Context: an optimization exercise on an open-source flow, tuned for small area, a short achievable clock period and few clock cycles. The choices shown serve that exercise and are no tape-out recipe. In this exercise RTL edits were held to simulation tests only and were not proved equivalent to the original. Power and IR drop assume default switching activity.

==> build 25 <==
// ark3_core
module ark3_core (
    input  wire         clk,
    input  wire         rst,         
    input  wire         cmd_valid,
    output wire         cmd_ready,
    input  wire [31:0]  cmd_word,
    input  wire [191:0] cmd_data,
    output reg          done,
    output reg  [63:0]  result,
    output wire [15:0]  status
);
    localparam [7:0] OP_NOP     = 8'h00, OP_GFMUL  = 8'h01, OP_GFADD  = 8'h02,
                     OP_SBOX    = 8'h08, OP_SUB    = 8'h09, OP_PERM   = 8'h0A,
                     OP_MIX     = 8'h0B, OP_RT     = 8'h0C,
                     OP_BSETKEY = 8'h10, OP_BENC   = 8'h11, OP_BDEC   = 8'h12,
                     OP_CSETKEY = 8'h20, OP_CENC   = 8'h21, OP_CDEC   = 8'h22;
    localparam [3:0] E_NONE = 4'd0, E_ILLEGAL_OP = 4'd1, E_RSVD_FIELD = 4'd2,
                     E_BAD_INDEX = 4'd3, E_NO_KEY = 4'd4, E_NO_CFB = 4'd5,
                     E_UNIMPLEMENTED = 4'd6;
    reg [63:0]  kc;            
    reg [63:0]  ks;            
    reg         keyed;
    reg         cfb_rdy;
    reg [3:0]  kpos;
    reg [3:0]  err;
    reg         busy;
    reg [63:0]  xr;            
    reg [3:0]   perr;          
    reg         c_mul, c_add, c_sbox, c_sub, c_perm, c_mix, c_rt;
    reg         c_bset, c_benc, c_cset, c_cenc, c_cdec;
    reg         cfb, regen;    
    assign cmd_ready = !rst && !busy;
    assign status    = {4'b0000, kpos, err, 1'b0, cfb_rdy, keyed, busy};
    wire [7:0]  op  = cmd_word[7:0];
    wire [3:0]  idx = cmd_word[11:8];
    wire [19:0] rsv = cmd_word[31:12];
    reg op_legal;
    always @* begin
        case (op)
            OP_NOP, OP_GFMUL, OP_GFADD, OP_SBOX, OP_SUB, OP_PERM, OP_MIX, OP_RT,
            OP_BSETKEY, OP_BENC, OP_BDEC, OP_CSETKEY, OP_CENC, OP_CDEC: op_legal = 1'b1;
            default: op_legal = 1'b0;
        endcase
    end
    reg [3:0] dec_err;
    always @* begin
        if (!op_legal)                                  dec_err = E_ILLEGAL_OP;
        else if (rsv != 20'd0)                          dec_err = E_RSVD_FIELD;
        else if (op != OP_SBOX && idx != 4'd0)          dec_err = E_RSVD_FIELD;
        else if (op == OP_SBOX && (idx == 4'd0 || idx > 4'd8)) dec_err = E_BAD_INDEX;
        else if (op == OP_BDEC)                         dec_err = E_UNIMPLEMENTED;
  ...
==> module ark3_core, before the edit <==
module ark3_core (
    input  wire         clk,
    input  wire         rst,         
    input  wire         cmd_valid,
    output wire         cmd_ready,
    input  wire [31:0]  cmd_word,
    input  wire [191:0] cmd_data,
    output reg          done,
    output reg  [63:0]  result,
    output wire [15:0]  status
);
    localparam [7:0] OP_NOP     = 8'h00, OP_GFMUL  = 8'h01, OP_GFADD  = 8'h02,
                     OP_SBOX    = 8'h08, OP_SUB    = 8'h09, OP_PERM   = 8'h0A,
                     OP_MIX     = 8'h0B, OP_RT     = 8'h0C,
                     OP_BSETKEY = 8'h10, OP_BENC   = 8'h11, OP_BDEC   = 8'h12,
                     OP_CSETKEY = 8'h20, OP_CENC   = 8'h21, OP_CDEC   = 8'h22;
    localparam [3:0] E_NONE = 4'd0, E_ILLEGAL_OP = 4'd1, E_RSVD_FIELD = 4'd2,
                     E_BAD_INDEX = 4'd3, E_NO_KEY = 4'd4, E_NO_CFB = 4'd5,
                     E_UNIMPLEMENTED = 4'd6;
    reg [63:0]  kc;            
    reg [63:0]  ks;            
    reg         keyed;
    reg         cfb_rdy;
    reg [3:0]  kpos;
    reg [3:0]  err;
    reg         busy;
    reg [63:0]  xr;            
    reg [3:0]   perr;          
    reg         c_mul, c_add, c_sbox, c_sub, c_perm, c_mix, c_rt;
    reg         c_bset, c_benc, c_cset, c_cenc, c_cdec;
    reg         cfb, regen;    
    assign cmd_ready = !rst && !busy;
    assign status    = {4'b0000, kpos, err, 1'b0, cfb_rdy, keyed, busy};
    wire [7:0]  op  = cmd_word[7:0];
    wire [3:0]  idx = cmd_word[11:8];
    wire [19:0] rsv = cmd_word[31:12];
    reg op_legal;
    always @* begin
        case (op)
            OP_NOP, OP_GFMUL, OP_GFADD, OP_SBOX, OP_SUB, OP_PERM, OP_MIX, OP_RT,
            OP_BSETKEY, OP_BENC, OP_BDEC, OP_CSETKEY, OP_CENC, OP_CDEC: op_legal = 1'b1;
            default: op_legal = 1'b0;
        endcase
    end
    reg [3:0] dec_err;
    always @* begin
        if (!op_legal)                                  dec_err = E_ILLEGAL_OP;
        else if (rsv != 20'd0)                          dec_err = E_RSVD_FIELD;
        else if (op != OP_SBOX && idx != 4'd0)          dec_err = E_RSVD_FIELD;
        else if (op == OP_SBOX && (idx == 4'd0 || idx > 4'd8)) dec_err = E_BAD_INDEX;
        else if (op == OP_BDEC)                         dec_err = E_UNIMPLEMENTED;
        else if (op == OP_BENC && !keyed)               dec_err = E_NO_KEY;
        else if ((op == OP_CENC || op == OP_CDEC) && !cfb_rdy) dec_err = E_NO_CFB;
        else                                            dec_err = E_NONE;
    end
    wire ok = (dec_err == E_NONE);
    wire [63:0] kc_in;
    ark3_kc u_kc (.k(cmd_data[191:64]), .y(kc_in));
    wire [7:0] opa = xr[7:0];
    wire [7:0] mul_p;
    ark3_gmul u_gmul (.a(opa), .b(xr[15:8]), .p(mul_p));
    wire [63:0] sub_y, perm_y, subperm_y, mix_y;
    ark3_sub  u_sub   (.x(xr), .y(sub_y));
    ark3_perm u_perm  (.x(xr), .y(perm_y));
    ark3_perm u_perm2 (.x(sub_y), .y(subperm_y));
    ark3_mix  u_mix   (.x(c_rt ? subperm_y : xr), .y(mix_y));
    wire [63:0] enc_y;
    ark3_enc u_enc (.x(cfb ? ks : xr), .kc(kc), .y(enc_y));
    wire [63:0] kbuf    = regen ? enc_y : ks;
    wire [7:0]  cfb_out = opa ^ kbuf[63:56];
    wire [7:0]  cfb_fb  = c_cenc ? cfb_out : opa;
    reg [63:0] res_ok;
    always @* begin
        res_ok = 64'd0;
        if (c_mul)  res_ok = {56'd0, mul_p};
        if (c_add)  res_ok = {56'd0, opa ^ xr[15:8]};
        if (c_sbox) res_ok = {56'd0, mul_p ^ 8'h63};
        if (c_sub)  res_ok = sub_y;
        if (c_perm) res_ok = perm_y;
        if (c_mix | c_rt) res_ok = mix_y;
        if (c_benc) res_ok = enc_y;
        if (cfb)    res_ok = {56'd0, cfb_out};
    end
    always @(posedge clk) begin
        done <= 1'b0;
        if (rst) begin
            busy    <= 1'b0;
            result  <= 64'd0;
            err     <= E_NONE;
            keyed   <= 1'b0;
            cfb_rdy <= 1'b0;
            kpos    <= 4'd8;
        end else if (!busy) begin
            if (cmd_valid) begin
                busy   <= 1'b1;
                xr     <= {cmd_data[63:16],
                           (op == OP_SBOX) ? (8'hC0 ^ {4'h0, idx}) : cmd_data[15:8],
                           cmd_data[7:0]};
                perr   <= dec_err;
                c_mul  <= ok && op == OP_GFMUL;
                c_add  <= ok && op == OP_GFADD;
                c_sbox <= ok && op == OP_SBOX;
                c_sub  <= ok && op == OP_SUB;
                c_perm <= ok && op == OP_PERM;
                c_mix  <= ok && op == OP_MIX;
                c_rt   <= ok && op == OP_RT;
                c_bset <= ok && op == OP_BSETKEY;
                c_benc <= ok && op == OP_BENC;
                c_cset <= ok && op == OP_CSETKEY;
                c_cenc <= ok && op == OP_CENC;
                c_cdec <= ok && op == OP_CDEC;
                cfb    <= ok && (op == OP_CENC || op == OP_CDEC);
                regen  <= ok && (op == OP_CENC || op == OP_CDEC) && kpos[3];
                if (ok && (op == OP_BSETKEY || op == OP_CSETKEY))
                    kc  <= kc_in;
                if (ok && op == OP_CSETKEY)
                    ks  <= cmd_data[63:0];
            end
        end else begin
            busy   <= 1'b0;
            done   <= 1'b1;
            err    <= perr;
            result <= res_ok;
            if (c_bset | c_cset) begin
                keyed   <= 1'b1;
                cfb_rdy <= c_cset;
                if (c_cset) kpos <= 4'd8;
            end
            if (cfb) begin
                ks   <= {kbuf[55:0], cfb_fb};
                kpos <= regen ? 4'd1 : kpos + 4'd1;
            end
        end
    end
endmodule
clock: 10.0 ns
lec_check: 0
abc_area: 1
cap_margin: 20
core_margin: 2
core_utilization: 40
place_density: 0.6
setup_slack_margin: 5
slew_margin: 20
run.sh (not shown) runs the stock make flow with config.mk's settings and CLKGATE_MAP_FILE= SYNTH_SCRIPT=/design/flow/synth_recipe.tcl, a recipe that flattens the netlist after the stock synthesis.
==> trial 61: changes against build 25 <==
--- a/flow/design.v
+++ b/flow/design.v
@@ -2267,2 +2267,3 @@
     reg [63:0]  xr;            
+    reg [7:0]   abyte;         
     reg [3:0]   perr;          
@@ -2298,3 +2299,3 @@
     ark3_kc u_kc (.k(cmd_data[191:64]), .y(kc_in));
-    wire [7:0] opa = xr[7:0];
+    wire [7:0] opa = abyte;
     wire [7:0] mul_p;
@@ -2307,4 +2308,4 @@
     wire [63:0] enc_y;
-    ark3_enc u_enc (.x(cfb ? ks : xr), .kc(kc), .y(enc_y));
-    wire [63:0] kbuf    = regen ? enc_y : ks;
+    ark3_enc u_enc (.x(xr), .kc(kc), .y(enc_y));
+    wire [63:0] kbuf    = regen ? enc_y : xr;
     wire [7:0]  cfb_out = opa ^ kbuf[63:56];
@@ -2335,3 +2336,7 @@
                 busy   <= 1'b1;
-                xr     <= {cmd_data[63:16],
+                abyte  <= cmd_data[7:0];
+                if (op == OP_CENC || op == OP_CDEC)
+                    xr <= ks;
+                else
+                    xr <= {cmd_data[63:16],
                            (op == OP_SBOX) ? (8'hC0 ^ {4'h0, idx}) : cmd_data[15:8],
==> flow/flow/run.sh (new file) <==
#!/bin/bash
set -euo pipefail
bash standard.sh SETUP_SLACK_MARGIN=5.5 finish > orfs_flow.log 2>&1
==> flow/standard.sh (new file) <==
#!/bin/bash
# synth_recipe.tcl (not shown) runs the flow's synth.tcl, then flattens the netlist and writes it again
# the make line also repeats each setting of config.mk as NAME=value (left out here)
make -C /OpenROAD-flow-scripts/flow DESIGN_CONFIG=/design/flow/config.mk WORK_HOME=/design/flow/orfs CLKGATE_MAP_FILE= SYNTH_SCRIPT=/design/flow/synth_recipe.tcl "${@:-finish}"
Settings changed: ABC_AREA 1 to not set.
removed: flow/run.sh
==> trial 40: changes against build 25 <==
Settings changed: ABC_AREA 1 to not set.
==> trial 14: changes against build 25 <==
--- a/flow/design.v
+++ b/flow/design.v
@@ -2267,2 +2267,3 @@
     reg [63:0]  xr;            
+    reg [7:0]   abyte;         
     reg [3:0]   perr;          
@@ -2298,3 +2299,3 @@
     ark3_kc u_kc (.k(cmd_data[191:64]), .y(kc_in));
-    wire [7:0] opa = xr[7:0];
+    wire [7:0] opa = abyte;
     wire [7:0] mul_p;
@@ -2307,4 +2308,4 @@
     wire [63:0] enc_y;
-    ark3_enc u_enc (.x(cfb ? ks : xr), .kc(kc), .y(enc_y));
-    wire [63:0] kbuf    = regen ? enc_y : ks;
+    ark3_enc u_enc (.x(xr), .kc(kc), .y(enc_y));
+    wire [63:0] kbuf    = regen ? enc_y : xr;
     wire [7:0]  cfb_out = opa ^ kbuf[63:56];
@@ -2335,3 +2336,7 @@
                 busy   <= 1'b1;
-                xr     <= {cmd_data[63:16],
+                abyte  <= cmd_data[7:0];
+                if (op == OP_CENC || op == OP_CDEC)
+                    xr <= ks;
+                else
+                    xr <= {cmd_data[63:16],
                            (op == OP_SBOX) ? (8'hC0 ^ {4'h0, idx}) : cmd_data[15:8],
Settings changed: ABC_AREA 1 to not set.
==> report_table.html <==
<table>
<tr><th>Metric</th><th>Value</th></tr>
<tr><th colspan="2">Logic synthesis</th></tr>
<tr><td>Post-Syn Area</td><td>about 39000 sq um</td></tr>
<tr><th colspan="2">Power and ir drop</th></tr>
<tr><td>Seq power</td><td>1650 uW</td></tr>
<tr><th colspan="2">Run status</th></tr>
<tr><td>Outcome</td><td>complete, no violations</td></tr>
<tr><th colspan="2">Clocking</th></tr>
<tr><td>Clock-pin slew reported for the worst setup and hold paths after clock tree synthesis</td><td>about 0.07 ns</td></tr>
<tr><td>Insertion delay of the later-clocked pin in the worst-skew pair</td><td>0.58 ns</td></tr>
<tr><th colspan="2">Cells and area</th></tr>
<tr><td>Area Overhead vs Synth</td><td>17.9%</td></tr>
<tr><td># clk buffers</td><td>a little over 40</td></tr>
<tr><th colspan="2">Route</th></tr>
<tr><td>Number of DRC markers after the initial detailed-route iteration</td><td>a little under 4000</td></tr>
<tr><td>Wire length reported by the detailed router</td><td>216 mm</td></tr>
<tr><th colspan="2">Setup path</th></tr>
<tr><td>Maximum single-stage delay on the critical path</td><td>0.94 ns</td></tr>
<tr><th colspan="2">Timing</th></tr>
<tr><td>Max Clock Skew</td><td>0.0309 ns</td></tr>
<tr><td>Highest Clock Rate</td><td>0.194 GHz</td></tr>
</table>
That was trial 40.
==> report_table.html <==
<table>
<tr><th>Metric</th><th>Value</th></tr>
<tr><th colspan="2">Run status</th></tr>
<tr><td>Outcome</td><td>complete, no violations</td></tr>
<tr><th colspan="2">Route</th></tr>
<tr><td>Number of DRC markers after the initial detailed-route iteration</td><td>roughly 3400</td></tr>
<tr><th colspan="2">Clocking</th></tr>
<tr><td>Clock-pin slew reported for the worst setup and hold paths after clock tree synthesis</td><td>roughly 0.06 ns</td></tr>
<tr><th colspan="2">Logic synthesis</th></tr>
<tr><td>Post-Syn Area</td><td>approximately 38000 sq um</td></tr>
<tr><th colspan="2">Cells and area</th></tr>
<tr><td># clk buffers</td><td>45</td></tr>
<tr><th colspan="2">Timing</th></tr>
<tr><td>Highest Clock Rate</td><td>~0.22 GHz</td></tr>
<tr><td>Max Clock Skew</td><td>approximately 0.033 ns</td></tr>
</table>
That was trial 61.
==> report_table.html <==
<table>
<tr><th>Metric</th><th>Value</th></tr>
<tr><th colspan="2">Power and ir drop</th></tr>
<tr><td>Seq power</td><td>~1700 uW</td></tr>
<tr><th colspan="2">Route</th></tr>
<tr><td>Number of DRC markers after the initial detailed-route iteration</td><td>3578</td></tr>
<tr><td>Wire length reported by the detailed router</td><td>around 190 mm</td></tr>
<tr><th colspan="2">Setup path</th></tr>
<tr><td>Maximum single-stage delay on the critical path</td><td>0.70 ns</td></tr>
<tr><th colspan="2">Timing</th></tr>
<tr><td>RSZ-0062 raised after global routing</td><td>true</td></tr>
<tr><td>Highest Clock Rate</td><td>0.193 GHz</td></tr>
<tr><th colspan="2">Clocking</th></tr>
<tr><td>Clock-pin slew reported for the worst setup and hold paths after clock tree synthesis</td><td>approximately 0.060 ns</td></tr>
<tr><th colspan="2">Logic synthesis</th></tr>
<tr><td>Post-Syn Area</td><td>about 38000 sq um</td></tr>
<tr><th colspan="2">Run status</th></tr>
<tr><td>Outcome</td><td>complete, no violations</td></tr>
<tr><th colspan="2">Floorplan</th></tr>
<tr><td>Placeable core region</td><td>between 90000 and 100000 sq um</td></tr>
<tr><th colspan="2">Cells and area</th></tr>
<tr><td>Area Overhead vs Synth</td><td>16.5%</td></tr>
</table>
That was trial 14.
==> report_table.html <==
<table>
<tr><th>Metric</th><th>Value</th></tr>
<tr><th colspan="2">Run status</th></tr>
<tr><td>Outcome</td><td>complete, no violations</td></tr>
<tr><th colspan="2">Timing</th></tr>
<tr><td>Max Clock Skew</td><td>roughly 0.035 ns</td></tr>
<tr><td>Highest Clock Rate</td><td>0.190 GHz</td></tr>
<tr><td>Final worst hold slack</td><td>between 0.4 and 0.5 ns</td></tr>
<tr><th colspan="2">Cells and area</th></tr>
<tr><td>Area Overhead vs Synth</td><td>17.3%</td></tr>
<tr><td># clk buffers</td><td>42</td></tr>
<tr><th colspan="2">Clocking</th></tr>
<tr><td>Clock-pin slew reported for the worst setup and hold paths after clock tree synthesis</td><td>roughly 0.060 ns</td></tr>
<tr><th colspan="2">Route</th></tr>
<tr><td>Wire length reported by the detailed router</td><td>between 200 and 250 mm</td></tr>
<tr><td>Number of DRC markers after the initial detailed-route iteration</td><td>between 4000 and 5000</td></tr>
<tr><th colspan="2">Logic synthesis</th></tr>
<tr><td>Post-Syn Area</td><td>between 30000 and 40000 sq um</td></tr>
<tr><td>Largest area contributor in the synthesized netlist</td><td>xor2_1</td></tr>
<tr><th colspan="2">Placement</th></tr>
<tr><td>Input/output buffers</td><td>302</td></tr>
<tr><th colspan="2">Setup path</th></tr>
<tr><td>Maximum single-stage delay on the critical path</td><td>0.70 ns</td></tr>
</table>
That was build 25.
Testbench counts of build 25, summed over its fixed seeds: cycles 5,624.
Testbench counts of trial 61, summed over its fixed seeds: cycles 5,624.
Testbench counts of trial 40, summed over its fixed seeds: cycles 5,624.
Testbench counts of trial 14, summed over its fixed seeds: cycles 5,624.

what the ideal ports hide:
Ports are ideal in the flow. The routed layouts listed here were re-timed in OpenROAD. Step 1 assumes that a clkbuf_16 drives the clock port and a buf_2 every other input. Step 2 adds t to the input delays and takes it off the output delays; t is the mean of the earliest and latest rising clock arrival at the registers after step 1. Input paths then give back, and output paths get back, about the clock's delay inside the block. Three values: ideal, step 1, step 2; two values: the first two.
run | t, ns | setup WS [ns] | worst setup path at the end
build 25 | 0.643 | 4.744 / 4.794 / 4.151 | input to register
trial 61 | 0.625 | 5.399 / 5.431 / 4.805 | input to register
trial 40 | 0.619 | 4.838 / 4.867 / 4.247 | input to register
trial 14 | 0.613 | 4.821 / 4.846 / 4.233 | input to register
After both steps every run listed still meets setup and hold. The setup slack of trial 61, which loses most, moves by +0.032 ns with the drivers and by -0.594 ns with both steps.
